Context: an optimization exercise on an open-source flow, tuned for small area, a short achievable clock period and few clock cycles per item. The choices shown serve that exercise and are no tape-out recipe.
Only the layout flow was run in this run; the RTL was not checked for function there.
Power and IR drop assume default switching activity.

## flow/design.v

```verilog
module agc4_alu (
    input  wire        clk,
    input  wire        rst,       
    input  wire        start,
    input  wire [2:0]  op,
    input  wire [15:0] a_in,      
    input  wire [15:0] k_in,      
    output wire        ready,
    output reg         done,
    output wire [15:0] res_a,
    output wire [15:0] res_lp,
    output reg  [1:0]  skip
);
    localparam OP_AD   = 3'd0;
    localparam OP_SU   = 3'd1;
    localparam OP_CS   = 3'd2;
    localparam OP_MASK = 3'd3;
    localparam OP_CCS  = 3'd4;
    localparam OP_MP   = 3'd5;
    localparam OP_DV   = 3'd6;
    localparam OP_TS   = 3'd7;
    reg         busy;       
    reg  [2:0]  cnt;        
    reg         md_dv;      
    reg         neg;        
    reg  [15:0] h;          
    reg  [13:0] l;          
    reg  [13:0] d;          
    assign ready = !busy;
    wire [15:0] add_b = op[0] ? ~k_in : k_in;
    wire [15:0] add_g = a_in & add_b;
    wire [15:0] add_p = a_in ^ add_b;
    reg  [15:0] cg, cp;                  
    integer     i, j;
    always @(*) begin
        cg = add_g;
        cp = add_p;
        for (i = 0; i < 4; i = i + 1)
            for (j = 15; j >= (1 << i); j = j - 1) begin
                cg[j] = cg[j] | (cp[j] & cg[j - (1 << i)]);
                cp[j] = cp[j] & cp[j - (1 << i)];
            end
    end
    wire        add_c = cg[15];          
    wire [15:0] add_r = add_p ^ ({cg[14:0], 1'b0} | ({cp[14:0], 1'b1} & {16{add_c}}));
    wire [15:0] nabs_k  = k_in[15] ? k_in : ~k_in;               
    wire        k_zero  = (k_in == 16'o000000) || (k_in == 16'o177777);
    wire [15:0] ccs_r   = k_zero ? 16'd0 : ~nabs_k - 16'd1;        
    wire        a_ovf   = a_in[15] ^ a_in[14];
    wire [15:0] ts_r    = a_ovf ? 16'o000001 : a_in;
    wire [13:0] abs_a   = a_in[15] ? ~a_in[13:0] : a_in[13:0];
    wire        sr  = h[14];                                    
    wire [14:0] dd  = sr ? {1'b0, d} : ~{1'b0, d};              
    wire [14:0] t1  = {h[13:0], 1'b0} + dd + {14'd0, ~sr};
    wire [14:0] ca  = {h[12:0], 2'b00} + dd + {14'd0, ~sr};
    wire [15:0] x3  = md_dv ? {1'b0, h[12:0], 2'b00} : {2'b00, h[13:0]};
    wire [15:0] y3  = md_dv ? {dd, ~sr} : {1'b0, d & {14{l[1]}}, 1'b0};
    wire [15:0] z3  = md_dv ? {dd[14], dd} : {2'b00, d & {14{l[0]}}};
    wire [15:0] cs_s = x3 ^ y3 ^ z3;
    wire [15:0] cs_c = (x3 & y3) | (x3 & z3) | (y3 & z3);
    wire [15:0] cb  = cs_s + {cs_c[14:0], md_dv & ~sr} + {15'd0, md_dv & ~sr};
    wire        pick_b = (t1[14] == sr);
    wire [14:0] s2  = pick_b ? cb[14:0] : ca;
    wire [13:0] l_rev = {l[0], l[1], l[2], l[3], l[4], l[5], l[6],
                         l[7], l[8], l[9], l[10], l[11], l[12], l[13]};
    assign res_a  = (md_dv ? {2'b00, l_rev} : h) ^ {16{neg}};
    assign res_lp = {2'b00, l} ^ {16{neg}};
    always @(posedge clk) begin
        if (rst) begin
            busy <= 1'b0;
            done <= 1'b0;
        end else if (busy) begin
            busy <= (cnt != 3'd0);
            done <= (cnt == 3'd0);
        end else begin
            busy <= start && (op == OP_MP || op == OP_DV);
            done <= start && !(op == OP_MP || op == OP_DV);
        end
    end
    always @(posedge clk) begin
        skip <= 2'd0;
        if (busy) begin
            cnt <= cnt - 3'd1;
            if (md_dv) begin
                h <= {1'b0, s2};
                l <= {~s2[14], ~t1[14], l[13:2]};
            end else begin
                h <= {2'b00, cb[15:2]};
                l <= {cb[1:0], l[13:2]};
            end
        end else begin
            cnt   <= 3'd6;
            md_dv <= (op == OP_DV);
            neg   <= 1'b0;
            d     <= ~nabs_k[13:0];
            l     <= abs_a;
            case (op)
                OP_AD, OP_SU: h <= add_r;
                OP_CS: begin
                    h    <= k_in;
                    neg  <= 1'b1;
                end
                OP_MASK:      h <= a_in & k_in;
                OP_CCS: begin
                    h    <= ccs_r;
                    skip <= {k_in[15], k_zero};
                end
                OP_MP: begin
                    h    <= 16'd0;
                    neg  <= a_in[15] ^ k_in[15];
                end
                OP_DV: begin
                    h    <= {2'b00, abs_a};
                    neg  <= a_in[15] ^ k_in[15];
                end
                default: begin    
                    h    <= ts_r;
                    neg  <= a_ovf & a_in[15];
                    skip <= {1'b0, a_ovf};
                end
            endcase
        end
    end
endmodule
```

## flow/flow/run.sh

```bash
#!/bin/bash
# Standard layout, with the input and output port buffers made as buf_2
# instead of the flow's default choice. Each tool's output goes to the
# ORFS logs; make's own output goes to standard.log.
set -euo pipefail
export BUFFER_PORTS_ARGS="-buffer_cell sky130_fd_sc_hd__buf_2"
bash standard.sh > standard.log 2>&1
```

## flow/standard.sh

```bash
#!/bin/bash
# synth_recipe.tcl (not shown) runs the flow's synth.tcl, then flattens the netlist and writes it again
# the make line also repeats each setting of config.mk as NAME=value (left out here)
make -C /OpenROAD-flow-scripts/flow DESIGN_CONFIG=/design/flow/config.mk WORK_HOME=/design/flow/orfs CLKGATE_MAP_FILE= SYNTH_SCRIPT=/design/flow/synth_recipe.tcl "${@:-finish}"
```

## flow/config.mk

```make
export PLATFORM = sky130hd
export DESIGN_NAME = agc4_alu
export DESIGN_NICKNAME = agc4_alu
export VERILOG_FILES = /design/flow/design.v
export SDC_FILE = /design/flow/constraint.sdc
export NUM_CORES = 4
export LEC_CHECK = 0
export CAP_MARGIN = 20
export CORE_MARGIN = 2
export CORE_UTILIZATION = 40
export PLACE_DENSITY = 0.6
export SETUP_SLACK_MARGIN = 2.8
export SLEW_MARGIN = 20
```

## flow/constraint.sdc

```tcl
create_clock -name core_clock -period 7.0 [get_ports {clk}]
set_input_delay 1.4000 -clock core_clock [delete_from_list [all_inputs] [get_ports {clk}]]
set_output_delay 1.4000 -clock core_clock [all_outputs]
set_load 0.01 [all_outputs]
```

==> flow_summary.json <==
{
  "status": "timing/DRC/antenna clean",
  "cts_root_buf": "clkbuf_16",
  "fin_skew_ns": 0.00586,
  "io_buffers": 73,
  "crit_required_ns": 7.16,
  "synth_edf_count": 16,
  "cellLeakagePower_nw": 3.37,
  "power_switching_mw": 1.28,
  "cp_max_fo": 25,
  "setup_viol": 0,
  "internal-power_mw": 1.28,
  "synth_top_cell_by_area": "ha_1",
  "place.gp.congestion": 0.967,
  "numClockSinks": 53,
  "die_h_um": 140,
  "hpwl_mm": 18.5,
  "layout.nets": 1097,
  "max_slew_margin_pct": 33.0,
  "worstSkewPairLatency_ns": 0.29,
  "die_x_um": 140,
  "hp-class": "flop to flop",
  "drt_iter0_markers": 547,
  "rows": 49,
  "track_usage_pct": 24.0,
  "die-area_mm2": 0.0197,
  "holdBufCountCts": 0,
  "crit_chain": "buf_4 > xor2_1 > ha_1 > and4_1 > a221oi_2 > nand2_1 > fa_1 > xnor2_1 > o21ai_0 > a2111oi_2 > a21oi_1",
  "cts_tree": "built",
  "synth_cell_type_count": 83,
  "maxSlewViolCount": 0,
  "synth_ff_type": "dfxtp_1",
  "combPwrFrac_pct": 71.3,
  "overflow": 0,
  "vias_per_cell": 5.86,
  "switching_share_pct": 50.0,
  "n_fill_cell": 1793,
  "syn_inst": 949,
  "syn2layout_area_growth_pct": 9.58,
  "initial_core_util_pct": 41.1,
  "synth.most_common_cell": "a21oi_1",
  "clk_pin_slew_ns": 0.07,
  "cp-start-kind": "input port",
  "power_frac_clock_pct": 11.3,
  "clockBufferDepth": 2,
  "cp.arrival_ns": 4.21,
  "peakVddDrop_v": 0.000114,
  "ys.warnings.count": 1,
  "routed-via-count": 7072,
  "drive_gt1_share_pct": 13.2,
  "wl_mm": 23.8,
  "yosys-top-cells-area": "ha_1 11%, dfxtp_1 10%, xnor2_1 7.9%, xor2_1 7.2%, edfxtp_1 6.5%",
  "ys_ff_latch": 53,
  "worstPathBufferInverterCount": 1,
  "hold_viol_final": 0,
  "path_class": "input port to flop",
  "antenna_found_initial": 0,
  "drtPass1Iterations": 5,
  "seqPwrFrac_pct": 17.3,
  "crit_slowest_cell": "fa_1",
  "fin_cells": 1207,
  "antenna_cells": 0,
  "avgSynthCellArea_um2": 7.83,
  "synth.top_cell.area_share_pct": 11.1,
  "numCtsBuffers": 5,
  "fin_setup_tns_ns": 0,
  "worst_pin_slew_ns": 0.996,
  "synthTopCellsByCount": "91 x a21oi_1, 82 x nand2_1, 67 x xnor2_1, 66 x ha_1, 61 x xor2_1",
  "crit_path_end_kind": "flop",
  "drc": 0,
  "grt_max_degree": 87,
  "io_pins": 74,
  "rsz0062_at_grt": "no",
  "power.density_mw_per_mm2": 313,
  "grt_pass1_wl_mm": 37.2,
  "finalCritPeriodShare_pct": 57.8,
  "coreArea_mm2": 0.0181,
  "fin_util_pct": 45.0,
  "async_flop_share_pct": 0,
  "grt_pass1_vias": 6589,
  "critical_path.max_stage_delay_ns": 0.42,
  "fmax_ghz": 0.247,
  "max_cap_violations": 0,
  "syn-num-nets": 1069,
  "synth_seq_area_share_pct": 16.4,
  "htreeDepth": 2,
  "period_minus_slack_ns": 4.05,
  "route.antenna.remaining_nets": 0,
  "wl_per_cell_um": 19.8,
  "critPathTopFamily": "compound AO/OA/AOI/OAI gates",
  "post-place-cells": 1195,
  "synth_area_mm2": 0.00743
}
==> cell type report <==
type	count	area [um^2]	share of cell area, %
inverters	44	165	2.03
multi-input cells	787	5800	71.2
clock inverters	3	50.0	0.615
repair buffers	86	497	6.10
flip-flops and latches	53	1220	15.0
clock buffers	5	125	1.54
well taps	229	287	3.52
==> flip-flops by register name, indices dropped and copies added, names as in the netlist <==
| name | flops |
|---|---|
| l | 14 |
| d | 14 |
| md_dv | 1 |
| busy | 1 |
| cnt | 3 |
| skip | 2 |
| done | 1 |
| neg | 1 |
| h | 16 |
==> routing by layer <==
layer,up-vias,wire [um],GRT usage [%]
met5,-,0,0
met4,0,735,8.40
met3,36,1130,1.44
met2,223,10700,38.5
met1,3337,11300,34.4
li1,3476,-,-
==> cell usage in the layout, fill, tap and decap left out, types with 6 or more instances in the layout <==
cell and instances:
a21o_1 11, nor2_1 51, nor3_1 20, edfxtp_1 16
nand2b_1 20, fa_1 16, dfxtp_1 36, buf_2 71
o22ai_1 6, and2_1 11, a31oi_1 16, xor2_1 61
or3_1 9, nand2_1 82, o21ai_0 45, nor2b_1 17
buf_4 12, o21bai_1 6, mux2i_1 10, a21oi_1 90
o21ai_1 7, xnor2_1 67, inv_1 44, nand3_1 22
ha_1 65, and3_1 7, o2111ai_1 8, nand4_1 12
o211ai_1 13, a211oi_1 12, a32oi_1 6
==> metrics by stage <==
stage	total power [mW]	hold WS, ns	setup slack, ns	instance area (um^2)
2_1_floorplan	1.77	0.386	2.82	7440
6_report	2.55	0.407	2.95	8140
5_1_grt	2.78	0.426	2.78	8140
4_1_cts	2.52	0.407	2.80	8060
3_5_place_dp	2.21	0.397	2.20	7860
3_3_place_gp	2.22	0.397	2.22	7860
==> final timing paths <==
path,start,end,slack (ns),cells after the start
setup reg to reg,md_dv,h[10],3.02,13
setup / recovery,k_in[15],h[1],2.95,11
hold / removal,cnt[0],cnt[0],0.41,1
hold reg to reg,cnt[0],cnt[0],0.41,1
==> worst register-to-register path: cells and delay by family, from the launching register on <==
kind            cells  cell delay (ns)
flops               1             0.52
compound gates      7             1.53
simple gates        3             0.73
fa+ha+maj           2             0.93
buf+inv             1             0.20
==> cell families after synthesis <==
logic type	synth area share (%)
flip-flops	16.4
adder cells (fa/ha/maj)	15.4
AO/OA/AOI/OAI	25.5
XOR/XNOR	15.5
buffers and inverters	6.20
multiplexers	1.95
AND/OR/NAND/NOR	19.1
==> what timing repair did <==
item | 4_1_cts | 5_1_grt
setup endpoints to repair | 12 | 9
pin swaps | 0 | 1
gates resized for setup | 8 | 15
buffers inserted | 0 | 4
endpoints found under the hold margin | 0 | 0
==> power groups by stage <==
stage	Combinational (mW)	Sequential (mW)	Clock, mW
after floorplan	1.35	0.410	0
after global placement	1.77	0.446	0
after detailed placement	1.77	0.445	0
after CTS	1.79	0.439	0.296
after global routing	2.02	0.448	0.309
final	1.82	0.442	0.289

## what the ideal ports hide
The results above use ideal ports. As a check the final layout listed here was re-extracted and re-timed, cells and wires unchanged. Step 1, drivers: a clkbuf_16 drives clk and a buf_2 each remaining input, both assumed. Step 2 moves the port delays by t, midway between the first and last clock arrival at a register: inputs arrive t later, outputs are due t later. That takes back most of the time a late clock gives input paths. a / b / c = no drivers / after step 1 / after step 2; a / b = the first two.
shift t [ns]: 0.332
setup WS [ns]: 2.955 / 2.971 / 2.639
hold slack, ns: 0.407 / 0.407 / 0.407
worst setup path at the end: input to register
latest minus earliest clock arrival (ns): 0.006 / 0.006
After both steps this run still meets setup and hold. The setup slack of this run moves by +0.016 ns with the drivers and by -0.316 ns with both steps.
